Context: an optimization exercise on an open-source flow, tuned for small area and a short achievable clock period. The choices shown serve that exercise and are no tape-out recipe.
At most, simulation tests tie the RTL to the original design; equivalence was not proved.
For runs 6 and 7, only the layout was checked, not whether the RTL still works.
No activity file was given, so power comes from the tool's default toggle rates.

[flow/config.mk]
export PLATFORM = sky130hd
export DESIGN_NAME = tiny_irpwm
export DESIGN_NICKNAME = tiny_irpwm
export VERILOG_FILES = /design/flow/design.v
export SDC_FILE = /design/flow/constraint.sdc
export NUM_CORES = 4
export LEC_CHECK = 0
export CAP_MARGIN = 20
export CORE_MARGIN = 2
export CORE_UTILIZATION = 55
export CTS_BUF_LIST = sky130_fd_sc_hd__clkbuf_8
export CTS_CLUSTER_DIAMETER = 50
export CTS_CLUSTER_SIZE = 18
export PLACE_DENSITY = 0.7
export SETUP_SLACK_MARGIN = 3.8
export SLEW_MARGIN = 20
export SYNTH_HIERARCHICAL = 1
export SYNTH_MINIMUM_KEEP_SIZE = 0
[flow/constraint.sdc]
create_clock -name core_clock -period 8.5 [get_ports {clk}]
set_input_delay 1.7000 -clock core_clock [delete_from_list [all_inputs] [get_ports {clk}]]
set_output_delay 1.7000 -clock core_clock [all_outputs]
set_load 0.01 [all_outputs]
[flow/design.v]
module tiny_irpwm (
    input  wire        clk,
    input  wire        rst,
    input  wire        pwm_tick,
    input  wire        ir_tick,
    input  wire        ir_in,
    input  wire        h_sel,
    input  wire        h_we,
    input  wire [7:0]  h_addr,
    input  wire [31:0] h_wdata,
    output reg  [31:0] h_rdata,
    output wire [3:0]  ch_pin,
    output reg         tick_evt
);
    localparam integer CAP = 100;
    localparam [1:0] S_IDLE  = 2'd0;
    localparam [1:0] S_MARK  = 2'd1;
    localparam [1:0] S_SPACE = 2'd2;
    localparam [1:0] S_STOP  = 2'd3;
    reg [31:0] pwm_ticks;         
    reg        pwm_halt;
    reg [7:0]  pwm_level0, pwm_level1, pwm_level2, pwm_level3;
    reg [3:0]  pwm_pin;
    reg [1:0]  ir_state;
    reg [15:0] ir_timer;
    reg [6:0]  ir_rawlen;         
    reg [15:0] ir_rawbuf [0:CAP-1];
    wire host_wr = h_sel & h_we;
    wire [31:0] ticks_inc = pwm_ticks + 32'd1;
    wire        flip      = &pwm_ticks[6:0];
    wire        ph_n      = ticks_inc[7];
    wire [7:0]  cnt_n     = {1'b0, ticks_inc[6:0]};
    reg  [3:0]  pin_tk;
    always @* begin
        if (pwm_halt) begin
            pin_tk = 4'b0000;
        end else begin
            if (flip)
                pin_tk = ph_n ? 4'b1010 : 4'b0101;
            else
                pin_tk = pwm_pin;
            if (!ph_n && cnt_n >= pwm_level0) pin_tk[0] = 1'b0;
            if ( ph_n && cnt_n >= pwm_level1) pin_tk[1] = 1'b0;
            if (!ph_n && cnt_n >= pwm_level2) pin_tk[2] = 1'b0;
            if ( ph_n && cnt_n >= pwm_level3) pin_tk[3] = 1'b0;
        end
    end
    wire [31:0] ticks_t = pwm_tick ? ticks_inc : pwm_ticks;
    wire [3:0]  pin_t   = pwm_tick ? pin_tk    : pwm_pin;
    wire        tmax = &ir_timer;
    wire [15:0] t1   = tmax ? ir_timer : ir_timer + 16'd1;
    wire        lt100 = (ir_timer < 16'd99);      
    wire        gt100 = (ir_timer >= 16'd100);    
    wire        full  = (ir_rawlen == 7'd99);     
    wire        mark  = ~ir_in;
    reg         rec;
    reg  [1:0]  state_t;
    reg  [15:0] timer_t;
    reg  [6:0]  rawlen_t;
    always @* begin
        rec      = 1'b0;
        state_t  = ir_state;
        timer_t  = ir_timer;
        rawlen_t = ir_rawlen;
        if (ir_tick) begin
            case (ir_state)
                S_IDLE:  rec = mark & ~lt100;
                S_MARK:  rec = ~mark;
                S_SPACE: rec = mark;
                default: rec = 1'b0;
            endcase
            if (rec) begin
                timer_t  = 16'd0;
                rawlen_t = ir_rawlen + 7'd1;
                state_t  = full ? S_STOP : (mark ? S_MARK : S_SPACE);
            end else begin
                timer_t = (mark && (ir_state == S_IDLE || ir_state == S_STOP)) ? 16'd0 : t1;
                if (ir_state == S_SPACE && gt100)
                    state_t = S_STOP;
            end
        end
    end
    wire wr_ctrl  = host_wr && (h_addr == 8'h00);
    wire wr_level = host_wr && (h_addr[7:2] == 6'b000010);
    wire resume   = host_wr && (h_addr == 8'h11) && h_wdata[0]
                    && (state_t == S_STOP);
    always @(posedge clk) begin
        if (rst) begin
            pwm_ticks  <= 32'd0;
            pwm_halt   <= 1'b0;
            pwm_pin    <= 4'b0000;
            pwm_level0 <= 8'd0;
            pwm_level1 <= 8'd0;
            pwm_level2 <= 8'd0;
            pwm_level3 <= 8'd0;
            ir_state   <= S_IDLE;
            ir_timer   <= 16'd0;
            ir_rawlen  <= 7'd0;
            tick_evt   <= 1'b0;
        end else begin
            pwm_ticks <= ticks_t;
            tick_evt  <= pwm_tick;
            if (wr_ctrl)
                pwm_halt <= h_wdata[0];
            pwm_pin <= (wr_ctrl && h_wdata[0]) ? 4'b0000 : pin_t;
            if (wr_level && h_addr[1:0] == 2'd0) pwm_level0 <= h_wdata[7:0];
            if (wr_level && h_addr[1:0] == 2'd1) pwm_level1 <= h_wdata[7:0];
            if (wr_level && h_addr[1:0] == 2'd2) pwm_level2 <= h_wdata[7:0];
            if (wr_level && h_addr[1:0] == 2'd3) pwm_level3 <= h_wdata[7:0];
            ir_timer <= timer_t;
            if (resume) begin
                ir_state  <= S_IDLE;
                ir_rawlen <= 7'd0;
            end else begin
                ir_state  <= state_t;
                ir_rawlen <= rawlen_t;
            end
        end
    end
    always @(posedge clk) begin
        if (!rst && rec)
            ir_rawbuf[ir_rawlen] <= t1;
    end
    wire [7:0]  a = h_addr;
    wire [3:0] dl, dm;
    wire [6:0] dh;
    genvar gi, gb;
    generate
        for (gi = 0; gi < 4; gi = gi + 1) begin : g_pre
            assign dl[gi] = (a[1:0] == gi);
            assign dm[gi] = (a[3:2] == gi);
        end
        for (gi = 0; gi < 7; gi = gi + 1) begin : g_preh
            assign dh[gi] = a[7] & (a[6:4] == gi);
        end
    endgenerate
    wire [15:0] dlm;
    generate
        for (gi = 0; gi < 16; gi = gi + 1) begin : g_dlm
            irp_and2 u_dlm (.a(dl[gi % 4]), .b(dm[gi / 4]), .y(dlm[gi]));
        end
    endgenerate
    wire [CAP-1:0] sel;
    generate
        for (gi = 0; gi < CAP; gi = gi + 1) begin : g_sel
            irp_and2 u_sel (.a(dlm[gi % 16]), .b(dh[gi / 16]), .y(sel[gi]));
        end
    endgenerate
    wire        byp = a[7] && rec && (ir_rawlen == a[6:0]);
    wire [15:0] rd_mem;
    generate
        for (gb = 0; gb < 16; gb = gb + 1) begin : g_bit
            wire [49:0] t;
            wire [12:0] u;
            wire [3:0]  v;
            for (gi = 0; gi < 12; gi = gi + 1) begin : g_u
                irp_ao8 u_u (
                    .s(sel[8*gi+7:8*gi]),
                    .d({ir_rawbuf[8*gi+7][gb], ir_rawbuf[8*gi+6][gb],
                        ir_rawbuf[8*gi+5][gb], ir_rawbuf[8*gi+4][gb],
                        ir_rawbuf[8*gi+3][gb], ir_rawbuf[8*gi+2][gb],
                        ir_rawbuf[8*gi+1][gb], ir_rawbuf[8*gi][gb]}),
                    .y(u[gi]));
            end
            irp_aoi22 u_t48 (.a1(sel[96]), .a2(ir_rawbuf[96][gb]),
                             .b1(sel[97]), .b2(ir_rawbuf[97][gb]), .y(t[48]));
            irp_aoi22 u_t49 (.a1(sel[98]), .a2(ir_rawbuf[98][gb]),
                             .b1(sel[99]), .b2(ir_rawbuf[99][gb]), .y(t[49]));
            irp_nand2 u_u12 (.a(t[48]), .b(t[49]), .y(u[12]));
            for (gi = 0; gi < 3; gi = gi + 1) begin : g_v
                irp_nor3 u_v (.a(u[3*gi]), .b(u[3*gi+1]), .c(u[3*gi+2]), .y(v[gi]));
            end
            irp_nor4 u_v3 (.a(u[9]), .b(u[10]), .c(u[11]), .d(u[12]), .y(v[3]));
            irp_aoi41 u_w (.a1(v[0]), .a2(v[1]), .a3(v[2]), .a4(v[3]), .b1(byp),
                           .y(rd_mem[gb]));
        end
    endgenerate
    reg  [31:0] rd_reg;
    always @* begin
        case (a)
            8'h00:   rd_reg = {31'd0, pwm_halt};
            8'h01:   rd_reg = {31'd0, ticks_t[7]};
            8'h02:   rd_reg = {25'd0, ticks_t[6:0]};
            8'h03:   rd_reg = ticks_t;
            8'h04:   rd_reg = {28'd0, pin_t};
            8'h08:   rd_reg = {24'd0, pwm_level0};
            8'h09:   rd_reg = {24'd0, pwm_level1};
            8'h0A:   rd_reg = {24'd0, pwm_level2};
            8'h0B:   rd_reg = {24'd0, pwm_level3};
            8'h10:   rd_reg = {30'd0, state_t};
            8'h12:   rd_reg = {16'd0, timer_t};
            8'h13:   rd_reg = {25'd0, rawlen_t};
            default: rd_reg = 32'd0;
        endcase
    end
    wire [15:0] rd_oth = rd_reg[15:0] | ({16{byp}} & t1);
    wire [15:0] rd_lo;
    generate
        for (gb = 0; gb < 16; gb = gb + 1) begin : g_out
            irp_or2 u_o (.a(rd_mem[gb]), .b(rd_oth[gb]), .y(rd_lo[gb]));
        end
    endgenerate
    always @* begin
        h_rdata = {rd_reg[31:16], rd_lo};
    end
    assign ch_pin = pwm_pin;
endmodule
module irp_ao8 (input wire [7:0] s, input wire [7:0] d, output wire y);
    assign y = |(s & d);
endmodule
module irp_and2 (input wire a, input wire b, output wire y);
    assign y = a & b;
endmodule
module irp_or2 (input wire a, input wire b, output wire y);
    assign y = a | b;
endmodule
module irp_aoi22 (input wire a1, input wire a2, input wire b1, input wire b2,
                  output wire y);
    assign y = ~((a1 & a2) | (b1 & b2));
endmodule
module irp_aoi41 (input wire a1, input wire a2, input wire a3, input wire a4,
                  input wire b1, output wire y);
    assign y = ~((a1 & a2 & a3 & a4) | b1);
endmodule
module irp_nand2 (input wire a, input wire b, output wire y);
    assign y = ~(a & b);
endmodule
module irp_nand4 (input wire a, input wire b, input wire c, input wire d, output wire y);
    assign y = ~(a & b & c & d);
endmodule
module irp_nor3 (input wire a, input wire b, input wire c, output wire y);
    assign y = ~(a | b | c);
endmodule
module irp_nor4 (input wire a, input wire b, input wire c, input wire d, output wire y);
    assign y = ~(a | b | c | d);
endmodule
[flow/run.sh]
#!/bin/bash
# synth_recipe.tcl (not shown) runs the flow's synth.tcl, then flattens the netlist and writes it again
# the make line also repeats each setting of config.mk as NAME=value (left out here)
make -C /OpenROAD-flow-scripts/flow DESIGN_CONFIG=/design/flow/config.mk WORK_HOME=/design/flow/orfs CLKGATE_MAP_FILE= SYNTH_SCRIPT=/design/flow/synth_recipe.tcl finish
==> flow_summary.ini, run 1 <==
[sta]
period_needed_ps = 6030
skew_ps = 51.0
grt_setup_unrepaired = true
slew_headroom_pct = 30.9
fmax_ghz = 0.166
final-max-slew-violation-count = 0
finalHoldViolCount = 0
whs_ps = 529
fin_crit_sh_pct = 71.0
layout_setup_ws_ps = 2470
finalSetupTns_ps = 0
tightest_slew_ps = 1040
setup_viol = 0

[clock_tree]
cts_hold_buf = 0
root_buffer = clkbuf_8
path_clk_slew_ps = 100
clock-sinks = 1695
cts_htree_levels = 4
cts_tree = yes
clockBufferDepth = 3
cts_buffers = 136
clkLatencyLatePin_ps = 910

[floorplanning]
ios = 84
fp.dieArea_sq_um = 119000
die_h_microns = 345
fp.coreArea_sq_um = 116000
fp-row-count = 125
die_x_microns = 345
start_util_pct = 55.3

[power_and_ir_drop]
switching_power_uw = 3070
combinationalPowerShare_pct = 2.6
cellPowerDensity_nw_per_um2 = 191
p_int_uw = 11200
p_sw_share_pct = 21.5
clkPwrFrac_pct = 34.2
power_uw = 14300
pwr-share-seq_pct = 63.2
peakVddDrop_mv = 0.188
p_leak_uw = 0.0245

[synth]
synthTopCellsByArea = edfxtp_1, a22oi_1, dfxtp_1
synthesis.nets = 3805
synth_ff_type = edfxtp_1
synth_seq_area_share_pct = 78.1
ys_seq_elements = 1695
synth_cell_types = 68
synth_top_area_share_pct = 75.1
syn_inst = 3722
avgSynthCellArea_sq_um = 17.2
async_reset_ff_share_pct = 0
yosys.area.top_type = edfxtp_1
yosys_warnings = 7
synth.cell_area_sq_um = 63900
synth_edf_count = 1600

[setup_path]
critPathMaxStageDelay_ps = 490
path_class = in2out
critPathRequiredTime_ps = 6800
crit_arrival_ps = 4330
end_kind = primary output
start_kind = input pin
critPathSlowestCell = nor4_4
reg2reg_slack_ps = 4150
crit_chain = buf_12 > nor2b_4 > and2_4 > buf_6 > and2_4 > buf_4 > a22oi_2 > nand4_1 > nor4_4 > a41oi_2 > or2_4 > buf_6
crit_fanout = 8

[detailed_routing]
drt-total-wl_microns = 185000
final_antenna_net_count = 0
num_vias = 39200
wl_per_cell_microns = 31.5
drt_iter0_drc = 5645
first_pass_iters = 6
via_per_inst = 6.67
drcViolationCount = 0

[cells_and_area]
areaGrowthSynthToFinish_pct = 17.3
multi_input_area_sq_um = 16300
final_cell_mix = edfxtp_1, a22oi_1, buf_4
drive_above_1_share_pct = 27.1
nFillCells = 7846
seq_area_sq_um = 50000
fin_nets = 4336
layout.cells.most_common = edfxtp_1

[placed_design]
dp_hpwl_microns = 107000
pre_cts_ws_ps = 949
place_congestion = 0.924
numPortBuffers = 59

[global_route]
grt_max_degree = 77
grt_pass1_wl_microns = 258000
grt_use_total_pct = 30.7
grt.overflow.total = 0
grt_pass1_vias = 36900
antenna_found_initial = 9

[hold_path]
min_path_type = reg2reg

[status]
outcome = no timing/DRC/antenna violations

[run]
cap_violations = 0
==> per-module statistics from Yosys, one instance, submodules excluded <==
module / area [sq um] / flops+latches
irp_nand2: 3.75 / 0
irp_or2: 6.26 / 0
irp_and2: 6.26 / 0
irp_aoi41: 16.3 / 0
irp_ao8: 36.3 / 0
irp_aoi22: 12.5 / 0
tiny_irpwm: 54800 / 1695
irp_nor3: 10.0 / 0
irp_nor4: 12.5 / 0
==> registers in the layout, summed over array words and instances (netlist names) <==
register	count
pwm_level3	8
pwm_level1	8
ir_state	2
ir_rawlen	7
pwm_halt	1
ir_rawbuf	1600
pwm_level0	8
pwm_level2	8
ir_timer	16
pwm_pin	4
pwm_ticks	32
tick_evt	1
==> worst paths after layout <==
path | from | end | cells after the start
worst min-delay path | pwm_level1[1] | pwm_level1[1] | 2
worst min register to register | pwm_level1[1] | pwm_level1[1] | 2
worst max register to register | ir_timer[0] | ir_rawbuf[30][8] | 9
worst max-delay path | h_addr[3] | h_rdata[15] | 12
==> critical path: cells and delay by family <==
kind / cells / cell delay, ps
buffers and inverters: 4 / 520
and+or+nand+nor: 6 / 1690
AOI/OAI and AO/OA: 2 / 400
==> cell usage after synthesis, drive strengths merged, types with 19 or more instances <==
| cell type | number |
|---|---|
| a21oi | 34 |
| a22oi | 812 |
| and2 | 127 |
| and3 | 19 |
| clkbuf | 35 |
| dfxtp | 95 |
| edfxtp | 1600 |
| ha | 36 |
| inv | 47 |
| mux2i | 35 |
| nand2 | 85 |
| nand3 | 36 |
| nand4 | 204 |
| nor2 | 239 |
| nor3 | 67 |
| nor4 | 23 |
| xnor2 | 24 |
| xor2 | 34 |
==> stage by stage <==
step | util (%) | area, sq um | std cells
4_1_cts | 64.0 | 74000 | 5810
3_5_place_dp | 58.6 | 67800 | 5390
6_report | 64.8 | 75000 | 5877
2_1_floorplan | - | 64500 | 3722
3_3_place_gp | 58.6 | 67800 | 5388
5_1_grt | 64.8 | 75000 | 5873
==> logic make-up (layout without fill, tap and decap cells) <==
group                    after synthesis  after routing  synth area share [%]
AO/OA/AOI/OAI                        938            942                  11.4
XOR/XNOR                              58             62                 0.794
adder cells (fa/ha/maj)               36             36                 0.704
buffers and inverters                 98            680                 0.599
flip-flops                          1695           1695                  78.1
multiplexers                          44             44                 0.847
other                                  0              6                     0
AND/OR/NAND/NOR                      853            888                  7.55
==> final cells by class <==
type                            count  area share, %
Clock buffer                      136           2.49
Multi-Input combinational cell   1972           21.8
Clock inverter                     96           1.47
Tap cell                         1524           2.54
Inverter                           47          0.248
Timing Repair Buffer              401           4.87
Sequential cell                  1695           66.6
Antenna cell                        6         0.0200
==> power groups by stage <==
stage	Clock [uW]	Sequential, uW	Combinational [uW]
after floorplan	0	9220	144
after global placement	0	9220	284
after detailed placement	0	9220	288
after CTS	4920	9030	351
after global routing	5220	9040	387
final	4880	9030	378
==> what timing repair did <==
item                       in CTS  in global routing
gates cloned                   37                 10
pin swaps                     246                128
resized for setup             615                 99
setup endpoints to repair      85                 40
setup buffers                 151                 51
hold endpoints to repair        0                  0
==> routing by layer <==
layer,track usage [%],vias to the layer above,routed length [microns]
met4,11.8,10,7400
met3,8.76,390,23500
met1,42.5,19700,68500
met2,46.4,2486,85600
met5,0,-,91
li1,-,16500,-
==> run 2: changes to the inputs <==
--- a/flow/config.mk
+++ b/flow/config.mk
@@ -7,11 +7,10 @@
 export LEC_CHECK = 0
 export CAP_MARGIN = 20
 export CORE_MARGIN = 2
-export CORE_UTILIZATION = 55
+export CORE_UTILIZATION = 40
 export CTS_BUF_LIST = sky130_fd_sc_hd__clkbuf_8
 export CTS_CLUSTER_DIAMETER = 50
 export CTS_CLUSTER_SIZE = 18
-export PLACE_DENSITY = 0.7
 export SETUP_SLACK_MARGIN = 3.8
 export SLEW_MARGIN = 20
 export SYNTH_HIERARCHICAL = 1
==> flow_summary.ini, run 2 <==
[status]
outcome = no timing/DRC/antenna violations

[setup_path]
reg2reg_slack_ps = 4830
path_buf_inv = 4
critPathLaunch = h_addr[2]
r2r_start = ir_timer[9]
start_kind = input pin
path_class = in2out
critPathMaxStageDelay_ps = 410
critPathRequiredTime_ps = 6800
cp_top_family = simple AND/OR/NAND/NOR gates
worst-r2r-cell-count = 7
crit_arrival_ps = 4260
critPathSlowestCell = nor3_4
timing.rr.end = ir_rawbuf[59][15]
end_kind = primary output
crit_end = h_rdata[7]
critical_path_depth = 12
crit_fanout = 8
crit_chain = buf_12 > nor2b_4 > and2_4 > buf_4 > and2_4 > buf_4 > a22oi_1 > nand4_1 > nor3_4 > a41oi_2 > or2_1 > buf_2

[placed_design]
numPortBuffers = 59
dp_hpwl_microns = 105000
place_congestion = 0.849
place_inst = 5940
pre_cts_ws_ps = 674

[cells_and_area]
fin_cells = 6391
regMostFlops = ir_rawbuf
seq_area_sq_um = 50000
final_cell_mix = edfxtp_1, a22oi_1, buf_4
nFillCells = 13400
top_regs = ir_rawbuf (1600), pwm_ticks (32), ir_timer (16)
drive_above_1_share_pct = 23.9
layout.cells.most_common = edfxtp_1
largest_reg_flops = 1600
fin_nets = 4284
areaGrowthSynthToFinish_pct = 16.9
multi_input_area_sq_um = 15700

[sta]
layout_setup_ws_ps = 2540
whs_ps = 531
skew_ps = 71.5
period_needed_ps = 5960
tightest_slew_ps = 1150
finalSetupTns_ps = 0
slew_headroom_pct = 23.6
final-max-slew-violation-count = 0
setup_viol = 0
grt_setup_unrepaired = true
finalHoldViolCount = 0
fin_crit_sh_pct = 70.1
fmax_ghz = 0.168

[global_route]
grt_max_degree = 102
antenna_found_initial = 7
grt_pass1_wl_microns = 257000
grt.overflow.total = 0
grt_use_total_pct = 21.9
grt_pass1_vias = 36000

[clock_tree]
path_clk_slew_ps = 100
root_buffer = clkbuf_8
clkLatencyLatePin_ps = 930
cts_buffers = 142
clock-sinks = 1695
cts_tree = yes
cts_hold_buf = 0
clockBufferDepth = 3
cts_htree_levels = 4

[power_and_ir_drop]
p_leak_uw = 0.0241
cellPowerDensity_nw_per_um2 = 192
power_uw = 14400
peakVddDrop_mv = 0.165

[detailed_routing]
first_pass_iters = 6
drcViolationCount = 0
drt-total-wl_microns = 185000
drt_iter0_drc = 4695
num_vias = 37700
via_per_inst = 5.90
final_antenna_net_count = 0
wl_per_cell_microns = 28.9

[synth]
synth_ff_type = edfxtp_1
synth_top_area_share_pct = 75.1
synth.cell_area_sq_um = 63900
avgSynthCellArea_sq_um = 17.2
ys_seq_elements = 1695
synthesis.nets = 3805
yosys-top-cells-count = edfxtp_1, a22oi_1, nor2_1
synth_edf_count = 1600
synth_cell_types = 68
synth_seq_area_share_pct = 78.1
yosysMostFrequentCell = edfxtp_1
syn_inst = 3722
async_reset_ff_share_pct = 0
yosys_warnings = 7
synthTopCellsByArea = edfxtp_1, a22oi_1, dfxtp_1
yosys.area.top_type = edfxtp_1

[floorplanning]
start_util_pct = 40.3
die_x_microns = 404
fp.dieArea_sq_um = 163000
fp-row-count = 146
fp.coreArea_sq_um = 159000
die_h_microns = 404
ios = 84

[hold_path]
min_path_type = reg2reg

[run]
cap_violations = 0
==> run 2: area by class of cell <==
class                   instances  area share [%]
inverters                      47           0.251
repair buffers                356            4.35
clock buffers                 145            2.67
diodes                          9          0.0301
flip-flops and latches       1695            66.8
multi-input cells            1959            21.0
clock inverters               108            1.45
well taps                    2072            3.47
==> run 2: tightest hold or removal path: cells and delay by family (launching register included) <==
kind            cells  cell delay [ps]
simple gates        1               70
flops               1              360
compound gates      1               70
==> run 2: modules after synthesis (local to each module, per instance) <==
module / cell area, sq um / cells inside
irp_ao8: 36.3 / 5
irp_nor3: 10.0 / 1
irp_aoi22: 12.5 / 1
tiny_irpwm: 54800 / 2502
irp_nand2: 3.75 / 1
irp_and2: 6.26 / 1
irp_nor4: 12.5 / 1
irp_or2: 6.26 / 1
irp_aoi41: 16.3 / 1
==> run 2: what timing repair did <==
action | 4_1_cts | 5_1_grt
setup endpoints to repair | 32 | 32
cloned | 20 | 11
pin swaps | 184 | 92
resized for setup | 414 | 93
setup buffers | 131 | 27
==> run 2: kinds of logic (layout without fill, tap and decap cells) <==
| group | count (synthesis) | after routing | synth area share (%) |
|---|---|---|---|
| flops | 1695 | 1695 | 78.1 |
| compound gates | 938 | 942 | 11.4 |
| simple gates | 853 | 879 | 7.55 |
| buf+inv | 98 | 656 | 0.599 |
| xor+xnor | 58 | 58 | 0.794 |
| mux | 44 | 44 | 0.847 |
| fa+ha+maj | 36 | 36 | 0.704 |
| other cells | 0 | 9 | 0 |
==> run 2: through the flow <==
stage,instance area [sq um],util [%]
after floorplan,64500,-
after global placement,68500,43.2
after detailed placement,68500,43.2
after CTS,74100,46.7
after global routing,74800,47.2
final,74800,47.2
==> run 2: how the worst min path moves through the flow <==
| stage | start | endpoint | slack (ps) | cells after the start |
|---|---|---|---|---|
| 3_5_place_dp | pwm_level0[0] | pwm_level0[0] | 510 | 2 |
| 5_1_grt | pwm_level2[5] | pwm_level2[5] | 550 | 2 |
| 4_1_cts | pwm_level0[0] | pwm_level0[0] | 540 | 2 |
| 6_report | pwm_level0[0] | pwm_level0[0] | 530 | 2 |
| 3_3_place_gp | pwm_ticks[31] | pwm_ticks[31] | 500 | 2 |
| 2_1_floorplan | pwm_level0[7] | pwm_level0[7] | 470 | 2 |
==> run 2: per-layer routing <==
layer,track usage (%),vias up,part of all wire [%]
met4,7.04,6,3.1
met1,30.9,19400,41
met2,34.6,1626,47
met5,0.178,-,0.018
met3,3.99,276,8.7
li1,-,16400,-
==> run 2: where the power goes <==
part	switching [uW]	internal, uW
sequential	7.66	9030
clock	2930	2030
combinational	243	125
total	3180	11200
==> run 3: changes to the inputs <==
--- a/flow/config.mk
+++ b/flow/config.mk
@@ -15,3 +15,4 @@
 export SLEW_MARGIN = 20
 export SYNTH_HIERARCHICAL = 1
 export SYNTH_MINIMUM_KEEP_SIZE = 0
+export TNS_END_PERCENT = 20
==> flow_summary.ini, run 3 <==
[power_and_ir_drop]
switching_power_uw = 3180
pwr-share-seq_pct = 62.3
clkPwrFrac_pct = 35.4
peakVddDrop_mv = 0.181
p_sw_share_pct = 21.9
cellPowerDensity_nw_per_um2 = 197
p_leak_uw = 0.0236
p_int_uw = 11300
combinationalPowerShare_pct = 2.4

[synth]
synth_cell_types = 68
yosys.area.top_type = edfxtp_1
synth_top_area_share_pct = 75.1
synth.cell_area_sq_um = 63900
yosys_warnings = 7
synthesis.nets = 3805
synth_ff_type = edfxtp_1
avgSynthCellArea_sq_um = 17.2
async_reset_ff_share_pct = 0
ys_seq_elements = 1695
yosys-top-cells-count = edfxtp_1, a22oi_1, nor2_1
synthTopCellsByArea = edfxtp_1, a22oi_1, dfxtp_1
synth_seq_area_share_pct = 78.1
syn_inst = 3722
yosysMostFrequentCell = edfxtp_1
synth_edf_count = 1600

[setup_path]
r2r_start = ir_timer[10]
worst-r2r-cell-count = 8
cp_top_family = simple AND/OR/NAND/NOR gates
crit_chain = buf_6 > and2_4 > and2_4 > buf_6 > and2_4 > buf_4 > a22oi_1 > nand4_1 > nor3_4 > a41oi_2 > or2_4 > dlygate4sd2_1
critPathMaxStageDelay_ps = 380
critical_path_depth = 12
critPathLaunch = h_addr[2]
reg2reg_slack_ps = 4690
end_kind = primary output
crit_arrival_ps = 4410
crit_end = h_rdata[2]
start_kind = input pin
critPathRequiredTime_ps = 6800
path_buf_inv = 4
crit_top_cell = and2_4
critPathSlowestCell = nor3_4
crit_fanout = 7
timing.rr.end = ir_rawbuf[5][7]
path_class = in2out

[cells_and_area]
areaGrowthSynthToFinish_pct = 15.1
layout.cells.most_common = edfxtp_1
regMostFlops = ir_rawbuf
top_regs = ir_rawbuf (1600), pwm_ticks (32), ir_timer (16)
nFillCells = 13500
final_cell_mix = edfxtp_1, a22oi_1, nor2_1
drive_above_1_share_pct = 21.0
largest_reg_flops = 1600
stdcell_area_sq_um = 73600
fin_nets = 4205

[placed_design]
postPlaceCellArea_sq_um = 68500
place_congestion = 0.843
numPortBuffers = 59
dp_hpwl_microns = 109000
pre_cts_ws_ps = 665

[sta]
skew_ps = 31.0
finalHoldViolCount = 0
layout_setup_ws_ps = 2390
setup_viol = 0
finalSetupTns_ps = 0
final-max-slew-violation-count = 0
slew_headroom_pct = 25.1
fmax_ghz = 0.164
tightest_slew_ps = 1120
grt_setup_unrepaired = true
period_needed_ps = 6110
fin_crit_sh_pct = 71.9

[global_route]
grt_max_degree = 101
antenna_found_initial = 5
grt.overflow.total = 0
grt_pass1_wl_microns = 260000
grt_pass1_vias = 36300
grt_use_total_pct = 22.2

[detailed_routing]
first_pass_iters = 5
num_vias = 37700
via_per_inst = 5.98
drcViolationCount = 0
final_antenna_net_count = 0
wl_per_cell_microns = 29.2
drt-total-wl_microns = 184000
drt_iter0_drc = 4925

[clock_tree]
root_buffer = clkbuf_8
cts_tree = yes
path_clk_slew_ps = 90
clock-sinks = 1695
clockBufferDepth = 3
cts_htree_levels = 4
clkLatencyLatePin_ps = 920
cts_buffers = 145

[floorplanning]
fp-row-count = 146
die_x_microns = 404
start_util_pct = 40.3
fp.dieArea_sq_um = 163000
ios = 84
die_h_microns = 404
fp.coreArea_sq_um = 159000

[hold_path]
hold_path_startpoint = pwm_level1[1]
min_path_type = reg2reg

[status]
outcome = no timing/DRC/antenna violations

[run]
cap_violations = 0
run 3: cell counts after synthesis:
No cell type changed its count.
run 3: tightest hold or removal path: stages, from the launching register on:
cell	delay [ps]
dfxtp_1	350
mux2i_1	70
nor2_1	70
run 3: layout make-up:
class                           instances  area (sq um)  area share [%]
Clock buffer                          148          2040            2.77
Sequential cell                      1695         50000            67.8
Tap cell                             2072          2590            3.52
Antenna cell                            2          5.00         0.00680
Inverter                               47           184           0.250
Clock inverter                        111          1200            1.62
Timing Repair Buffer                  290          2490            3.39
Multi-Input combinational cell       1943         15200            20.6
run 3: cell families after synthesis:
logic type,Yosys count,synth area share (%)
flip-flops,1695,78.1
AO/OA/AOI/OAI,938,11.4
AND/OR/NAND/NOR,853,7.55
buffers and inverters,98,0.599
XOR/XNOR,58,0.794
multiplexers,44,0.847
adder cells (fa/ha/maj),36,0.704
run 3: how the worst min path moves through the flow:
stage | end | cells after the start
global route | pwm_level3[5] | 2
global placement | pwm_ticks[31] | 2
detailed placement | pwm_level3[6] | 2
CTS | pwm_level1[1] | 2
floorplan | pwm_level0[7] | 2
finish | pwm_level1[1] | 2
run 3: per-layer routing:
layer | track usage [%] | vias up | share of wire, % | routed length, microns
met2 | 35.0 | 1743 | 47 | 87200
met1 | 31.0 | 19400 | 41 | 75700
met4 | 7.19 | 6 | 3.0 | 5550
met5 | 0 | - | 0.020 | 37
met3 | 4.20 | 271 | 8.7 | 16000
li1 | - | 16300 | - | -
run 3: timing repair:
item / 4_1_cts / 5_1_grt
gates resized for setup: 345 / 28
hold buffers: 0 / 0
cloned: 15 / 1
endpoints found under the hold margin: 0 / 0
pin swaps: 155 / 38
setup buffers: 74 / 14
setup endpoints to repair: 32 / 32
run 3: Yosys stat by module, one instance, submodules excluded:
module / area, sq um / cells / copies in the design / flip-flops and latches
tiny_irpwm: 54800 / 2502 / 1 / 1695
irp_ao8: 36.3 / 5 / 192 / 0
irp_aoi41: 16.3 / 1 / 16 / 0
irp_aoi22: 12.5 / 1 / 32 / 0
irp_nor4: 12.5 / 1 / 16 / 0
irp_nor3: 10.0 / 1 / 48 / 0
irp_and2: 6.26 / 1 / 116 / 0
irp_or2: 6.26 / 1 / 16 / 0
irp_nand2: 3.75 / 1 / 16 / 0
run 3: through the flow:
stage          total power (uW)  cells  utilization, %  hold slack (ps)
6_report                  14500   6308            46.4              528
5_1_grt                   14900   6308            46.4              555
4_1_cts                   14600   6291            46.3              534
3_5_place_dp               9520   5943            43.2              505
3_3_place_gp               9520   5941            43.2              502
2_1_floorplan              9370   3722               -              472
run 3: power by group through the flow:
stage               logic [uW]  registers (uW)  clock network (uW)
floorplan                  144            9220                   0
global placement           293            9220                   0
detailed placement         300            9220                   0
CTS                        331            9030                5220
global route               353            9030                5520
finish                     341            9030                5130
==> run 4: changes to the inputs <==
==> flow/config.mk (replaced) <==
export PLATFORM = sky130hd
export DESIGN_NAME = tiny_irpwm
export DESIGN_NICKNAME = tiny_irpwm
export VERILOG_FILES = /design/flow/design.v
export SDC_FILE = /design/flow/constraint.sdc
export NUM_CORES = 4
export LEC_CHECK = 0
export CAP_MARGIN = 5
export CORE_MARGIN = 2
export CORE_UTILIZATION = 40
export CTS_BUF_LIST = sky130_fd_sc_hd__clkbuf_8
export CTS_CLUSTER_DIAMETER = 50
export CTS_CLUSTER_SIZE = 18
export SETUP_SLACK_MARGIN = 3.8
export SLEW_MARGIN = 5
export SYNTH_HIERARCHICAL = 1
export SYNTH_MINIMUM_KEEP_SIZE = 0
==> flow_summary.ini, run 4 <==
[synth]
synthTopCellsByArea = edfxtp_1, a22oi_1, dfxtp_1
async_reset_ff_share_pct = 0
synthesis.nets = 3805
yosysMostFrequentCell = edfxtp_1
synth.cell_area_sq_um = 63900
yosys-top-cells-count = edfxtp_1, a22oi_1, nor2_1
synth_edf_count = 1600
ys_seq_elements = 1695
synth_cell_types = 68
synth_seq_area_share_pct = 78.1
synth_ff_type = edfxtp_1
synth_top_area_share_pct = 75.1
yosys.area.top_type = edfxtp_1
yosys_warnings = 7
avgSynthCellArea_sq_um = 17.2
syn_inst = 3722

[clock_tree]
cts_tree = yes
cts_hold_buf = 0
cts_buffers = 143
clock-sinks = 1695
path_clk_slew_ps = 100
clkLatencyLatePin_ps = 930
clockBufferDepth = 3
root_buffer = clkbuf_8
cts_htree_levels = 4

[power_and_ir_drop]
cellPowerDensity_nw_per_um2 = 192
p_leak_uw = 0.0243
peakVddDrop_mv = 0.166

[detailed_routing]
met3_length_microns = 17700
wl_per_cell_microns = 29.1
num_vias = 37900
wl_met2_microns = 86300
drt-total-wl_microns = 187000
wl_met1_microns = 76100
first_pass_iters = 9
drt_iter0_drc = 4605
via_per_inst = 5.91
top_layer_used = met5
drcViolationCount = 0
final_antenna_net_count = 0

[cells_and_area]
final_cell_mix = edfxtp_1, a22oi_1, buf_4
areaGrowthSynthToFinish_pct = 17.2
largest_reg_flops = 1600
layout.cells.most_common = edfxtp_1
top_regs = ir_rawbuf (1600), pwm_ticks (32), ir_timer (16)
drive_above_1_share_pct = 24.7
fin_nets = 4306
nFillCells = 13400
regMostFlops = ir_rawbuf

[setup_path]
path_class = in2out
reg2reg_slack_ps = 4620
crit_end = h_rdata[13]
r2r_start = ir_timer[0]
start_kind = input pin
critPathRequiredTime_ps = 6800
critPathLaunch = h_addr[2]
timing.rr.end = ir_rawbuf[6][1]
end_kind = primary output
crit_fanout = 6
crit_arrival_ps = 4340
worst-r2r-cell-count = 11

[floorplanning]
fp.dieArea_sq_um = 163000
fp-row-count = 146
fp.coreArea_sq_um = 159000
die_h_microns = 404
ios = 84
start_util_pct = 40.3
die_x_microns = 404

[sta]
slew_headroom_pct = 17.1
setup_viol = 0
finalSetupTns_ps = 0
grt_setup_unrepaired = true
final-max-slew-violation-count = 0
fin_crit_sh_pct = 71.0
tightest_slew_ps = 1240
period_needed_ps = 6040
layout_setup_ws_ps = 2460
fmax_ghz = 0.166
finalHoldViolCount = 0
skew_ps = 73.6

[hold_path]
min_path_type = reg2reg
min_path_cells = 2

[placed_design]
dp_hpwl_microns = 105000
pre_cts_ws_ps = 671
numPortBuffers = 59
place_congestion = 0.849

[global_route]
grt_max_degree = 102
grt_use_total_pct = 22.0
antenna_found_initial = 7
grt_pass1_vias = 36100
grt.overflow.total = 0
grt_pass1_wl_microns = 257000

[run]
cap_violations = 0

[status]
outcome = no timing/DRC/antenna violations
==> run 4: cell counts after synthesis <==
No cell type changed its count.
==> run 4: cell type report <==
class,instances,area (sq um),share of cell area [%]
inverter,47,188,0.250
timing repair buffer,374,3350,4.47
tap,2072,2590,3.46
clock inverter,109,1070,1.42
multi-input combinational,1962,15800,21.1
sequential,1695,50000,66.6
antenna,8,20.0,0.0267
clock buffer,146,2010,2.68
==> run 4: power breakdown <==
part	total (uW)	switching [uW]	internal (uW)	leakage, uW
logic	379	250	129	0.00668
registers	9030	6.81	9030	0.0161
clock network	4960	2950	2010	0.00156
==> run 4: worst min-delay path by stage <==
stage,from,end,slack (ps)
detailed placement,pwm_level0[0],pwm_level0[0],510
floorplan,pwm_level0[7],pwm_level0[7],470
CTS,pwm_level0[0],pwm_level0[0],540
global route,pwm_level2[5],pwm_level2[5],550
global placement,pwm_ticks[31],pwm_ticks[31],500
finish,pwm_level0[0],pwm_level0[0],530
==> run 4: worst max-delay path, stage by stage <==
cell and delay [ps]:
buf_12 120, nor2b_4 160, and2_4 260, and2_4 240, buf_4 170, a22oi_1 210
nand4_1 340, nor3_4 460, a41oi_2 250, or2_1 290, buf_6 130
==> run 4: cells by family (layout without fill, tap and decap cells) <==
family / count (synthesis) / in the layout / share of synthesized area [%]
and+or+nand+nor: 853 / 882 / 7.55
AOI/OAI and AO/OA: 938 / 942 / 11.4
muxes: 44 / 44 / 0.847
xor gates and xnor gates: 58 / 58 / 0.794
other: 0 / 8 / 0
DFF: 1695 / 1695 / 78.1
buffers and inverters: 98 / 676 / 0.599
adders and majority gates: 36 / 36 / 0.704
==> run 4: repair_timing <==
| item | 4_1_cts | 5_1_grt |
|---|---|---|
| pin swaps | 172 | 116 |
| cloned | 25 | 14 |
| endpoints found under the setup margin | 32 | 32 |
| resized for setup | 402 | 149 |
| buffers inserted | 114 | 57 |
==> run 4: routing by layer <==
metal	vias to the layer above	global-route usage, %
met4	2	8.07
li1	16500	-
met5	-	0
met2	1742	34.2
met1	19400	30.8
met3	296	4.17
==> run 4: Yosys stat by module, one instance, submodules excluded <==
module	cell area, sq um	flops+latches
irp_and2	6.26	0
irp_ao8	36.3	0
irp_aoi22	12.5	0
irp_aoi41	16.3	0
irp_nand2	3.75	0
irp_nor3	10.0	0
irp_nor4	12.5	0
irp_or2	6.26	0
tiny_irpwm	54800	1695
==> run 4: per-stage QoR <==
stage | instance area [sq um] | util (%) | cells | total power (uW) | hold slack, ps
after global placement | 68500 | 43.2 | 5940 | 9520 | 503
after global routing | 75000 | 47.3 | 6410 | 14800 | 554
after CTS | 73900 | 46.6 | 6334 | 14400 | 536
after floorplan | 64500 | - | 3722 | 9370 | 472
after detailed placement | 68500 | 43.2 | 5940 | 9520 | 507
final | 75000 | 47.3 | 6413 | 14400 | 532
==> run 5: changes to the inputs <==
==> flow/config.mk (replaced) <==
export PLATFORM = sky130hd
export DESIGN_NAME = tiny_irpwm
export DESIGN_NICKNAME = tiny_irpwm
export VERILOG_FILES = /design/flow/design.v
export SDC_FILE = /design/flow/constraint.sdc
export NUM_CORES = 4
export LEC_CHECK = 0
export CAP_MARGIN = 20
export CORE_MARGIN = 2
export CORE_UTILIZATION = 40
export CTS_BUF_LIST = sky130_fd_sc_hd__clkbuf_16
export CTS_CLUSTER_DIAMETER = 60
export CTS_CLUSTER_SIZE = 30
export SETUP_SLACK_MARGIN = 3.8
export SLEW_MARGIN = 20
export SYNTH_HIERARCHICAL = 1
export SYNTH_MINIMUM_KEEP_SIZE = 0
==> flow_summary.ini, run 5 <==
[clock_tree]
root_buffer = clkbuf_16
cts_tree = yes
path_clk_slew_ps = 70
clock-sinks = 1695
clkLatencyLatePin_ps = 780
clockBufferDepth = 3
cts_htree_levels = 3
cts_hold_buf = 0
cts_buffers = 113

[floorplanning]
die_h_microns = 404
fp.dieArea_sq_um = 163000
fp-row-count = 146
ios = 84
die_x_microns = 404
fp.coreArea_sq_um = 159000
start_util_pct = 40.3

[hold_path]
hold_end = pwm_level0[0]
min_path_type = reg2reg
hold_path_startpoint = pwm_level0[0]
min_path_cells = 2

[synth]
synth.cell_area_sq_um = 63900
syn_inst = 3722
yosysMostFrequentCell = edfxtp_1
synthesis.nets = 3805
avgSynthCellArea_sq_um = 17.2
synthTopCellsByArea = edfxtp_1, a22oi_1, dfxtp_1
synth_compound_area_share_pct = 11.4
synth_seq_area_share_pct = 78.1
synthSimpleGateAreaFrac_pct = 7.55
synth_cell_types = 68
synth_mux_area_share_pct = 0.847
synth_fa_ha_area_share_pct = 0.704
yosys.area.top_type = edfxtp_1
yosys_warnings = 7
async_reset_ff_share_pct = 0
synth_top_area_share_pct = 75.1
synth_edf_count = 1600
synth_top_family_by_area = compound AO/OA/AOI/OAI gates
yosys-top-cells-count = edfxtp_1, a22oi_1, nor2_1
ys_seq_elements = 1695
synth_xor_area_share_pct = 0.794
synth_ff_type = edfxtp_1

[run]
cap_violations = 0

[setup_path]
reg2reg_slack_ps = 4530
r2r_start = ir_timer[0]
end_kind = primary output
critPathRequiredTime_ps = 6800
crit_fanout = 9
path_class = in2out
start_kind = input pin
timing.rr.end = ir_rawbuf[6][1]
worst-r2r-cell-count = 10
crit_arrival_ps = 4370

[power_and_ir_drop]
power_uw = 15400
peakVddDrop_mv = 0.189
p_leak_uw = 0.0245
cellPowerDensity_nw_per_um2 = 205

[sta]
final-max-slew-violation-count = 0
skew_ps = 59.2
slew_headroom_pct = 21.7
tightest_slew_ps = 1170
fin_crit_sh_pct = 71.4
finalHoldViolCount = 0
grt_setup_unrepaired = true
finalSetupTns_ps = 0
period_needed_ps = 6070
fmax_ghz = 0.165
setup_viol = 0

[placed_design]
postPlaceCellArea_sq_um = 68500
numPortBuffers = 59
dp_hpwl_microns = 105000
place_congestion = 0.849

[cells_and_area]
nFillCells = 13300
final_util_pct = 47.6
layout.cells.most_common = edfxtp_1
largest_reg_flops = 1600
top_regs = ir_rawbuf (1600), pwm_ticks (32), ir_timer (16)
final_cell_mix = edfxtp_1, a22oi_1, buf_4
fin_nets = 4241
regMostFlops = ir_rawbuf
areaGrowthSynthToFinish_pct = 18.0
drive_above_1_share_pct = 22.9
stdcell_area_sq_um = 75500

[detailed_routing]
first_pass_iters = 6
num_vias = 37100
drt-total-wl_microns = 179000
drt_iter0_drc = 4552
wl_per_cell_microns = 28.2
via_per_inst = 5.86
drcViolationCount = 0
final_antenna_net_count = 0

[global_route]
grt_pass1_wl_microns = 252000
grt_use_total_pct = 21.4
antenna_found_initial = 5
grt_max_degree = 103
grt.overflow.total = 0
grt_pass1_vias = 35600

[status]
outcome = no timing/DRC/antenna violations
-- run 5: cell counts after synthesis --
No cell type changed its count.
-- run 5: how the worst max path moves through the flow --
stage                        to  slack, ps  depth (start not counted)  startpoint
floorplan           h_rdata[10]       3490                         10   h_addr[0]
global route        h_rdata[13]       2480                         14   h_addr[0]
CTS                 h_rdata[12]       2520                         13   h_addr[0]
finish              h_rdata[11]       2430                         11   h_addr[0]
global placement     h_rdata[2]        700                         10   h_addr[1]
detailed placement   h_rdata[2]        670                         10   h_addr[1]
-- run 5: layout make-up --
cell class | instances | area (sq um) | share of cell area, %
Timing Repair Buffer | 356 | 3150 | 4.18
Clock buffer | 113 | 2830 | 3.75
Tap cell | 2072 | 2590 | 3.44
Multi-Input combinational cell | 1945 | 15400 | 20.4
Clock inverter | 103 | 1310 | 1.74
Sequential cell | 1695 | 50000 | 66.2
Antenna cell | 5 | 12.5 | 0.0166
Inverter | 47 | 188 | 0.249
-- run 5: kinds of logic after synthesis --
logic type,count (synthesis)
AO/OA/AOI/OAI,938
AND/OR/NAND/NOR,853
multiplexers,44
buffers and inverters,98
XOR/XNOR,58
adder cells (fa/ha/maj),36
flip-flops,1695
-- run 5: through the flow --
| step | worst slack, ps | hold WS [ps] | std cells |
|---|---|---|---|
| floorplan | 3490 | 472 | 3722 |
| global placement | 698 | 503 | 5940 |
| detailed placement | 674 | 507 | 5940 |
| CTS | 2520 | 529 | 6272 |
| global route | 2480 | 551 | 6333 |
| finish | 2430 | 526 | 6336 |
-- run 5: timing repair --
| action | 4_1_cts | 5_1_grt |
|---|---|---|
| gates cloned | 13 | 3 |
| gates resized for setup | 391 | 66 |
| pin swaps | 169 | 112 |
| endpoints found under the hold margin | 0 | 0 |
| setup buffers | 103 | 56 |
| setup endpoints to repair | 32 | 32 |
-- run 5: worst max-delay path: stages --
cell and delay (ps):
buf_12 120, nor2b_4 150, and2_4 260, and2_4 260
buf_4 150, a22oi_2 150, nand4_1 310, nor4_4 510
a41oi_2 280, or2_1 300, buf_2 150
-- run 5: metal layers --
layer	part of all wire [%]	GRT usage (%)	routed length, microns	up-vias
met4	3.1	6.08	5510	2
met1	42	30.3	75200	19100
li1	-	-	-	16300
met5	0.0073	0	13	-
met3	8.0	3.75	14200	230
met2	47	33.9	83800	1457
-- run 5: modules after synthesis (local to each module, per instance) --
module	copies in the design	flops+latches
tiny_irpwm	1	1695
irp_ao8	192	0
irp_aoi41	16	0
irp_aoi22	32	0
irp_nor4	16	0
irp_nor3	48	0
irp_and2	116	0
irp_or2	16	0
irp_nand2	16	0
-- run 5: where the power goes --
| part | leakage, uW | internal (uW) | switching (uW) |
|---|---|---|---|
| sequential | 0.0161 | 9030 | 6.88 |
| clock | 0.00202 | 2880 | 3170 |
| combinational | 0.00633 | 121 | 237 |
| total | 0.0245 | 12000 | 3410 |
==> run 6: changes to the inputs <==
--- a/flow/design.v
+++ b/flow/design.v
@@ -122,28 +122,39 @@
             ir_rawbuf[ir_rawlen] <= t1;
     end
     wire [7:0]  a = h_addr;
+    wire [7:0]  a_n;
+    genvar gi, gb;
+    generate
+        for (gi = 0; gi < 7; gi = gi + 1) begin : g_inv
+            irp_inv u_inv (.a(a[gi]), .y(a_n[gi]));
+        end
+    endgenerate
+    assign a_n[7] = 1'b0;    
     wire [3:0] dl, dm;
-    wire [6:0] dh;
-    genvar gi, gb;
+    wire [6:0] dh_n;
     generate
         for (gi = 0; gi < 4; gi = gi + 1) begin : g_pre
-            assign dl[gi] = (a[1:0] == gi);
-            assign dm[gi] = (a[3:2] == gi);
+            irp_nor2 u_dl (.a(gi & 1 ? a_n[0] : a[0]), .b(gi & 2 ? a_n[1] : a[1]), .y(dl[gi]));
+            irp_nor2 u_dm (.a(gi & 1 ? a_n[2] : a[2]), .b(gi & 2 ? a_n[3] : a[3]), .y(dm[gi]));
         end
         for (gi = 0; gi < 7; gi = gi + 1) begin : g_preh
-            assign dh[gi] = a[7] & (a[6:4] == gi);
-        end
-    endgenerate
-    wire [15:0] dlm;
+            irp_nand4 u_dh (.a(a[7]),
+                            .b(gi & 1 ? a[4] : a_n[4]),
+                            .c(gi & 2 ? a[5] : a_n[5]),
+                            .d(gi & 4 ? a[6] : a_n[6]),
+                            .y(dh_n[gi]));
+        end
+    endgenerate
+    wire [15:0] dlm_n;
     generate
         for (gi = 0; gi < 16; gi = gi + 1) begin : g_dlm
-            irp_and2 u_dlm (.a(dl[gi % 4]), .b(dm[gi / 4]), .y(dlm[gi]));
+            irp_nand2 u_dlm (.a(dl[gi % 4]), .b(dm[gi / 4]), .y(dlm_n[gi]));
         end
     endgenerate
     wire [CAP-1:0] sel;
     generate
         for (gi = 0; gi < CAP; gi = gi + 1) begin : g_sel
-            irp_and2 u_sel (.a(dlm[gi % 16]), .b(dh[gi / 16]), .y(sel[gi]));
+            irp_nor2 u_sel (.a(dlm_n[gi % 16]), .b(dh_n[gi / 16]), .y(sel[gi]));
         end
     endgenerate
     wire        byp = a[7] && rec && (ir_rawlen == a[6:0]);
@@ -208,8 +219,11 @@
 module irp_ao8 (input wire [7:0] s, input wire [7:0] d, output wire y);
     assign y = |(s & d);
 endmodule
-module irp_and2 (input wire a, input wire b, output wire y);
-    assign y = a & b;
+module irp_inv (input wire a, output wire y);
+    assign y = ~a;
+endmodule
+module irp_nor2 (input wire a, input wire b, output wire y);
+    assign y = ~(a | b);
 endmodule
 module irp_or2 (input wire a, input wire b, output wire y);
     assign y = a | b;
--- a/flow/config.mk
+++ b/flow/config.mk
@@ -8,9 +8,9 @@
 export CAP_MARGIN = 20
 export CORE_MARGIN = 2
 export CORE_UTILIZATION = 40
-export CTS_BUF_LIST = sky130_fd_sc_hd__clkbuf_16
-export CTS_CLUSTER_DIAMETER = 60
-export CTS_CLUSTER_SIZE = 30
+export CTS_BUF_LIST = sky130_fd_sc_hd__clkbuf_8
+export CTS_CLUSTER_DIAMETER = 50
+export CTS_CLUSTER_SIZE = 18
 export SETUP_SLACK_MARGIN = 3.8
 export SLEW_MARGIN = 20
 export SYNTH_HIERARCHICAL = 1
==> flow_summary.ini, run 6 <==
[synth]
ys_seq_elements = 1695
yosys_warnings = 7
synth_cell_types = 73
syn_inst = 3760
synthTopCellsByArea = edfxtp_1, a22oi_1, dfxtp_1
synth_edf_count = 1600
avgSynthCellArea_sq_um = 17.0
yosys-top-cells-count = edfxtp_1, a22oi_1, nor2_1
yosys.area.top_type = edfxtp_1
synth_top_area_share_pct = 75.2
async_reset_ff_share_pct = 0
yosysMostFrequentCell = edfxtp_1
synthesis.nets = 3843
synth_seq_area_share_pct = 78.2
synth_ff_type = edfxtp_1
synth.cell_area_sq_um = 63900

[cells_and_area]
areaGrowthSynthToFinish_pct = 19.6
regMostFlops = ir_rawbuf
largest_reg_flops = 1600
top_regs = ir_rawbuf (1600), pwm_ticks (32), ir_timer (16)
layout.cells.most_common = edfxtp_1
nFillCells = 13300
drive_above_1_share_pct = 25.3
fin_nets = 4453
final_cell_mix = edfxtp_1, a22oi_1, buf_4

[global_route]
grt_pass1_wl_microns = 264000
grt_use_total_pct = 22.4
grt.overflow.total = 0
antenna_found_initial = 4
grt_pass1_vias = 37200
grt_max_degree = 102

[sta]
whs_ps = 532
slew_headroom_pct = 25.9
grt_setup_unrepaired = true
finalHoldViolCount = 0
layout_setup_ws_ps = 2330
final-max-slew-violation-count = 0
skew_ps = 51.6
fmax_ghz = 0.162
period_needed_ps = 6170
setup_viol = 0
tightest_slew_ps = 1110
fin_crit_sh_pct = 72.6
finalSetupTns_ps = 0

[run]
cap_violations = 0

[hold_path]
min_path_type = reg2reg
hold_path_startpoint = pwm_level3[5]

[placed_design]
pre_cts_ws_ps = 649
place_congestion = 0.926
numPortBuffers = 59
dp_hpwl_microns = 107000

[setup_path]
timing.rr.end = ir_rawbuf[16][13]
path_class = in2out
crit_arrival_ps = 4470
end_kind = primary output
reg2reg_slack_ps = 4600
crit_fanout = 6
crit_end = h_rdata[12]
r2r_start = ir_state[1]
critPathRequiredTime_ps = 6800
critPathLaunch = h_addr[6]
start_kind = input pin
worst-r2r-cell-count = 11

[detailed_routing]
final_antenna_net_count = 0
drt-total-wl_microns = 186000
first_pass_iters = 5
drt_iter0_drc = 4842
num_vias = 39000
wl_per_cell_microns = 28.4
via_per_inst = 5.95
drcViolationCount = 0

[power_and_ir_drop]
cellPowerDensity_nw_per_um2 = 186
peakVddDrop_mv = 0.169
p_leak_uw = 0.0263

[floorplanning]
ios = 84
fp-row-count = 146
fp.dieArea_sq_um = 163000
fp.coreArea_sq_um = 159000
start_util_pct = 40.3
die_x_microns = 404
die_h_microns = 404

[status]
outcome = no timing/DRC/antenna violations

[clock_tree]
cts_htree_levels = 4
cts_buffers = 143
clockBufferDepth = 3
path_clk_slew_ps = 70
cts_tree = yes
clock-sinks = 1695
clkLatencyLatePin_ps = 940
root_buffer = clkbuf_8
==> run 6: cell types whose count changed after synthesis, moves of 9 or more <==
cell      before  now
o221ai_1      14    4
nor2b_1       12   21
nor2_1       237  353
and2_1       126    2
nand4_1      204  224
==> run 6: modules after synthesis, one instance, submodules excluded <==
module,area (sq um),copies in the design,flip-flops and latches
irp_nand2,3.75,32,0
irp_nor2,3.75,108,0
tiny_irpwm,54900,1,1695
irp_nand4,6.26,7,0
irp_inv,3.75,7,0
irp_aoi22,12.5,32,0
irp_aoi41,16.3,16,0
irp_nor3,10.0,48,0
irp_nor4,12.5,16,0
irp_ao8,36.3,192,0
irp_or2,6.26,16,0
==> run 6: worst min-delay path by stage <==
stage,endpoint,depth (start not counted),slack (ps)
final,pwm_level3[5],2,530
after detailed placement,pwm_level3[1],2,510
after global placement,pwm_ticks[31],2,500
after global routing,pwm_level2[5],2,560
after CTS,pwm_level3[5],2,530
after floorplan,pwm_level2[1],2,480
==> run 6: kinds of logic (layout without fill, tap and decap cells) <==
group / after synthesis / in the layout / share of synthesized area [%]
AO/OA/AOI/OAI: 937 / 938 / 11.4
XOR/XNOR: 59 / 61 / 0.809
adder cells (fa/ha/maj): 36 / 36 / 0.705
buffers and inverters: 98 / 809 / 0.621
flip-flops: 1695 / 1695 / 78.2
multiplexers: 46 / 46 / 0.883
other: 0 / 2 / 0
AND/OR/NAND/NOR: 889 / 893 / 7.41
==> run 6: layer usage <==
layer  vias up  part of all wire (%)  GRT usage (%)
met3       293                   7.8           3.28
met4         2                   3.9           8.42
met1     20100                    42           31.8
li1      16800                     -              -
met5         -                0.0038              0
met2      1821                    47           35.0
==> run 6: critical path, stage by stage <==
cell and delay [ps]:
buf_8 110, nand4_1 170, buf_4 150, buf_8 120, nor2_4 60, buf_6 140, buf_4 150, a22oi_1 160
nand4_1 380, nor4_4 590, a41oi_4 250, or2_4 320, buf_2 140
==> run 6: area by class of cell <==
cell class | count | area, sq um | share of cell area [%]
multi-input cells | 1974 | 15600 | 20.5
diodes | 2 | 5.00 | 0.00655
repair buffers | 510 | 4920 | 6.44
clock inverters | 108 | 1050 | 1.38
inverters | 46 | 220 | 0.288
clock buffers | 145 | 2000 | 2.61
flip-flops and latches | 1695 | 50000 | 65.4
well taps | 2072 | 2590 | 3.39
==> run 6: through the flow <==
stage / instances / power (uW) / instance area [sq um] / util [%]
final: 6552 / 14200 / 76400 / 48.2
after global routing: 6551 / 14600 / 76400 / 48.2
after CTS: 6512 / 14300 / 75600 / 47.7
after detailed placement: 6079 / 9390 / 69000 / 43.5
after global placement: 6079 / 9390 / 69000 / 43.5
after floorplan: 3760 / 9290 / 64100 / -
==> run 6: report_power, final <==
group | internal [uW] | leakage [uW] | total, uW | switching, uW
combinational | 101 | 0.00697 | 278 | 177
clock | 2010 | 0.00159 | 4940 | 2930
sequential | 9000 | 0.0177 | 9000 | 3.72
total | 11100 | 0.0263 | 14200 | 3110
==> run 6: timing repair <==
item / in CTS / in global routing
resized for setup: 647 / 117
gates cloned: 21 / 5
endpoints found under the hold margin: 0 / 0
endpoints found under the setup margin: 48 / 32
hold buffers: 0 / 0
pin swaps: 174 / 85
buffers inserted: 159 / 33
==> run 7: changes to the inputs <==
--- a/flow/design.v
+++ b/flow/design.v
@@ -158,32 +158,33 @@
         end
     endgenerate
     wire        byp = a[7] && rec && (ir_rawlen == a[6:0]);
-    wire [15:0] rd_mem;
+    wire [15:0] rd_oth;
+    wire [15:0] rd_lo;
     generate
         for (gb = 0; gb < 16; gb = gb + 1) begin : g_bit
             wire [49:0] t;
             wire [12:0] u;
             wire [3:0]  v;
             for (gi = 0; gi < 12; gi = gi + 1) begin : g_u
-                irp_ao8 u_u (
+                irp_ao8m u_u (
                     .s(sel[8*gi+7:8*gi]),
                     .d({ir_rawbuf[8*gi+7][gb], ir_rawbuf[8*gi+6][gb],
                         ir_rawbuf[8*gi+5][gb], ir_rawbuf[8*gi+4][gb],
                         ir_rawbuf[8*gi+3][gb], ir_rawbuf[8*gi+2][gb],
                         ir_rawbuf[8*gi+1][gb], ir_rawbuf[8*gi][gb]}),
+                    .m(byp),
                     .y(u[gi]));
             end
             irp_aoi22 u_t48 (.a1(sel[96]), .a2(ir_rawbuf[96][gb]),
                              .b1(sel[97]), .b2(ir_rawbuf[97][gb]), .y(t[48]));
             irp_aoi22 u_t49 (.a1(sel[98]), .a2(ir_rawbuf[98][gb]),
                              .b1(sel[99]), .b2(ir_rawbuf[99][gb]), .y(t[49]));
-            irp_nand2 u_u12 (.a(t[48]), .b(t[49]), .y(u[12]));
-            for (gi = 0; gi < 3; gi = gi + 1) begin : g_v
-                irp_nor3 u_v (.a(u[3*gi]), .b(u[3*gi+1]), .c(u[3*gi+2]), .y(v[gi]));
-            end
-            irp_nor4 u_v3 (.a(u[9]), .b(u[10]), .c(u[11]), .d(u[12]), .y(v[3]));
-            irp_aoi41 u_w (.a1(v[0]), .a2(v[1]), .a3(v[2]), .a4(v[3]), .b1(byp),
-                           .y(rd_mem[gb]));
+            irp_aoi21 u_u12 (.a1(t[48]), .a2(t[49]), .b1(byp), .y(u[12]));
+            irp_nor4 u_v0 (.a(u[0]), .b(u[1]),  .c(u[2]),  .d(u[3]),  .y(v[0]));
+            irp_nor4 u_v1 (.a(u[4]), .b(u[5]),  .c(u[6]),  .d(u[7]),  .y(v[1]));
+            irp_nor3 u_v2 (.a(u[8]), .b(u[9]),  .c(u[10]), .y(v[2]));
+            irp_nor3 u_v3 (.a(u[11]), .b(u[12]), .c(rd_oth[gb]), .y(v[3]));
+            irp_nand4 u_w (.a(v[0]), .b(v[1]), .c(v[2]), .d(v[3]), .y(rd_lo[gb]));
         end
     endgenerate
     reg  [31:0] rd_reg;
@@ -204,38 +205,28 @@
             default: rd_reg = 32'd0;
         endcase
     end
-    wire [15:0] rd_oth = rd_reg[15:0] | ({16{byp}} & t1);
-    wire [15:0] rd_lo;
-    generate
-        for (gb = 0; gb < 16; gb = gb + 1) begin : g_out
-            irp_or2 u_o (.a(rd_mem[gb]), .b(rd_oth[gb]), .y(rd_lo[gb]));
-        end
-    endgenerate
+    assign rd_oth = rd_reg[15:0] | ({16{byp}} & t1);
     always @* begin
         h_rdata = {rd_reg[31:16], rd_lo};
     end
     assign ch_pin = pwm_pin;
 endmodule
-module irp_ao8 (input wire [7:0] s, input wire [7:0] d, output wire y);
-    assign y = |(s & d);
+module irp_ao8m (input wire [7:0] s, input wire [7:0] d, input wire m, output wire y);
+    assign y = (|(s & d)) & ~m;
+endmodule
+module irp_aoi21 (input wire a1, input wire a2, input wire b1, output wire y);
+    assign y = ~((a1 & a2) | b1);
 endmodule
 module irp_inv (input wire a, output wire y);
     assign y = ~a;
 endmodule
 module irp_nor2 (input wire a, input wire b, output wire y);
     assign y = ~(a | b);
-endmodule
-module irp_or2 (input wire a, input wire b, output wire y);
-    assign y = a | b;
 endmodule
 module irp_aoi22 (input wire a1, input wire a2, input wire b1, input wire b2,
                   output wire y);
     assign y = ~((a1 & a2) | (b1 & b2));
 endmodule
-module irp_aoi41 (input wire a1, input wire a2, input wire a3, input wire a4,
-                  input wire b1, output wire y);
-    assign y = ~((a1 & a2 & a3 & a4) | b1);
-endmodule
 module irp_nand2 (input wire a, input wire b, output wire y);
     assign y = ~(a & b);
 endmodule
==> flow_summary.ini, run 7 <==
[floorplanning]
start_util_pct = 40.1
die_x_microns = 405
die_h_microns = 405
ios = 84
fp-row-count = 147
fp.coreArea_sq_um = 160000
fp.dieArea_sq_um = 164000

[sta]
final-max-slew-violation-count = 0
fmax_ghz = 0.160
slew_headroom_pct = 33.1
finalHoldViolCount = 0
fin_crit_sh_pct = 73.6
whs_ps = 519
layout_setup_ws_ps = 2240
grt_setup_unrepaired = true
setup_viol = 0
period_needed_ps = 6260
tightest_slew_ps = 1000
finalSetupTns_ps = 0
skew_ps = 70.0

[setup_path]
timing.rr.end = ir_rawbuf[16][12]
critPathLaunch = ir_in
r2r_start = ir_state[0]
worst-r2r-cell-count = 12
end_kind = primary output
crit_arrival_ps = 4560
crit_fanout = 6
reg2reg_slack_ps = 4410
path_class = in2out
critPathRequiredTime_ps = 6800
start_kind = input pin

[synth]
avgSynthCellArea_sq_um = 17.2
yosys_warnings = 7
synthesis.nets = 3827
syn_inst = 3744
synth_cell_types = 73
ys_seq_elements = 1695
synth.cell_area_sq_um = 64200
synth_ff_type = edfxtp_1
synth_seq_area_share_pct = 77.8
synth_top_area_share_pct = 74.8
synth_edf_count = 1600
synthTopCellsByArea = edfxtp_1, a22oi_1, dfxtp_1
yosys-top-cells-count = edfxtp_1, a22oi_1, nor2_1
async_reset_ff_share_pct = 0
yosys.area.top_type = edfxtp_1
yosysMostFrequentCell = edfxtp_1

[detailed_routing]
final_antenna_net_count = 0
num_vias = 39100
drt-total-wl_microns = 192000
via_per_inst = 6.04
drt_iter0_drc = 4992
first_pass_iters = 6
drcViolationCount = 0
wl_per_cell_microns = 29.7

[placed_design]
postPlaceCellArea_sq_um = 69600
dp_hpwl_microns = 111000
numPortBuffers = 59
place_congestion = 0.859
pre_cts_ws_ps = 554
place_inst = 6107

[power_and_ir_drop]
p_leak_uw = 0.0250
peakVddDrop_mv = 0.118
cellPowerDensity_nw_per_um2 = 186

[hold_path]
hold_end = ir_timer[0]
hold_path_startpoint = ir_timer[0]
min_path_cells = 2
min_path_type = reg2reg

[cells_and_area]
seq_area_sq_um = 50000
nFillCells = 13400
areaGrowthSynthToFinish_pct = 18.5
fin_nets = 4363
largest_reg_flops = 1600
stdcell_area_sq_um = 76100
multi_input_area_sq_um = 16100
drive_above_1_share_pct = 23.9
fin_cells = 6479
final_cell_mix = edfxtp_1, a22oi_1, nor2_1
layout.cells.most_common = edfxtp_1
top_regs = ir_rawbuf (1600), pwm_ticks (32), ir_timer (16)
regMostFlops = ir_rawbuf

[clock_tree]
clkLatencyLatePin_ps = 950
clockBufferDepth = 3
root_buffer = clkbuf_8
cts_tree = yes
cts_htree_levels = 4
path_clk_slew_ps = 60
clock-sinks = 1695
cts_buffers = 147
cts_hold_buf = 0

[global_route]
grt_pass1_wl_microns = 272000
grt_pass1_vias = 37600
antenna_found_initial = 9
grt_max_degree = 102
grt_use_total_pct = 23.2
grt.overflow.total = 0

[run]
cap_violations = 0

[status]
outcome = no timing/DRC/antenna violations
run 7: per-module statistics from Yosys (local to each module, per instance), excerpt:
module / cells / area (sq um) / flip-flops and latches / times used
irp_nor3: 1 / 10.0 / 0 / 32
irp_aoi21: 1 / 8.76 / 0 / 16
irp_aoi22: 1 / 12.5 / 0 / 32
irp_ao8m: 5 / 38.8 / 0 / 192
irp_nand4: 1 / 6.26 / 0 / 23
irp_nor4: 1 / 12.5 / 0 / 32
irp_inv: 1 / 3.75 / 0 / 7
tiny_irpwm: 2518 / 54900 / 1695 / 1
run 7: repair_timing:
action	in CTS	in global routing
gates cloned	16	1
setup buffers	61	31
gates resized for setup	452	127
pin swaps	84	57
setup endpoints to repair	64	32
run 7: power breakdown:
part           internal, uW  leakage, uW  switching (uW)
Combinational          70.7      0.00569             155
Clock                  2000      0.00158            2940
Sequential             9000       0.0177            3.31
run 7: final cells by class:
cell class                      count  area share [%]
Clock buffer                      151            2.73
Clock inverter                    105            1.31
Inverter                           46           0.227
Antenna cell                        6          0.0197
Tap cell                         2086            3.43
Sequential cell                  1695            65.7
Timing Repair Buffer              435            5.42
Multi-Input combinational cell   1955            21.2
run 7: worst max path at each step:
stage,endpoint,slack (ps),cells after the start
final,h_rdata[1],2240,14
after global routing,h_rdata[5],2250,14
after CTS,h_rdata[0],2340,11
after detailed placement,h_rdata[5],550,10
after global placement,h_rdata[5],540,10
after floorplan,h_rdata[10],2970,9
run 7: metal layers:
metal  wire length (microns)  part of all wire [%]  track usage [%]  up-vias
li1                        -                     -                -    16800
met1                   79300                    41             32.6    20100
met2                   88200                    46             35.9     1882
met3                   18700                   9.7             4.81      313
met4                    6260                   3.3             7.78        2
met5                       8                0.0042                0        -
run 7: logic make-up after synthesis:
kind of cell               synth area share [%]
buffers and inverters                     0.618
xor gates and xnor gates                  0.805
and+or+nand+nor                            5.47
muxes                                     0.879
adders and majority gates                 0.701
AOI/OAI and AO/OA                          13.7
DFF                                        77.8
run 7: through the flow:
| step | util [%] | total power, uW |
|---|---|---|
| global placement | 43.5 | 9390 |
| global route | 47.5 | 14600 |
| CTS | 47.1 | 14200 |
| finish | 47.5 | 14200 |
| detailed placement | 43.5 | 9390 |
| floorplan | - | 9280 |
run 7: worst max-delay path, stage by stage:
cell,delay [ps]
buf_12,80
buf_6,100
nor3_4,30
or3_4,380
a31oi_4,180
and3_4,260
buf_12,130
buf_6,110
buf_12,130
buf_16,150
a41oi_4,70
nor4_4,560
nand4_1,380
buf_2,260

==> port drivers added, routing unchanged <==
No port has a modelled driver above. Below, the same layouts with a new extraction and two added sets of constraints.
Step 1 (the two cells are an assumption about what drives the block):
set clk [get_ports {clk}]
set_driving_cell -lib_cell sky130_fd_sc_hd__clkbuf_16 $clk
set_driving_cell -lib_cell sky130_fd_sc_hd__buf_2 [delete_from_list [all_inputs] $clk]
Step 2, shift: input delay + t, output delay - t, t = (earliest + latest rising clock arrival at the registers) / 2. This alone moves slack from input paths to output paths.
Three values: no drivers, after step 1, after step 2; two values: the first two.
| run | t (ns) | setup slack, ns | pins driven straight from the clock port |
|---|---|---|---|
| run 1 | 0.954 | 2.468 / 2.345 / 2.345 | 1 |
| run 2 | 0.970 | 2.538 / 2.418 / 2.418 | 1 |
| run 3 | 0.978 | 2.385 / 2.250 / 2.250 | 1 |
| run 4 | 0.974 | 2.462 / 2.381 / 2.381 | 1 |
| run 5 | 0.830 | 2.433 / 2.353 / 2.353 | 1 |
| run 6 | 0.989 | 2.330 / 2.167 / 2.167 | 1 |
| run 7 | 0.992 | 2.240 / 2.113 / 2.113 | 1 |
After both steps setup and hold are still met in every run listed. For run 6, which loses most, drivers alone change the setup slack by -0.163 ns; drivers and shift together by -0.163 ns.
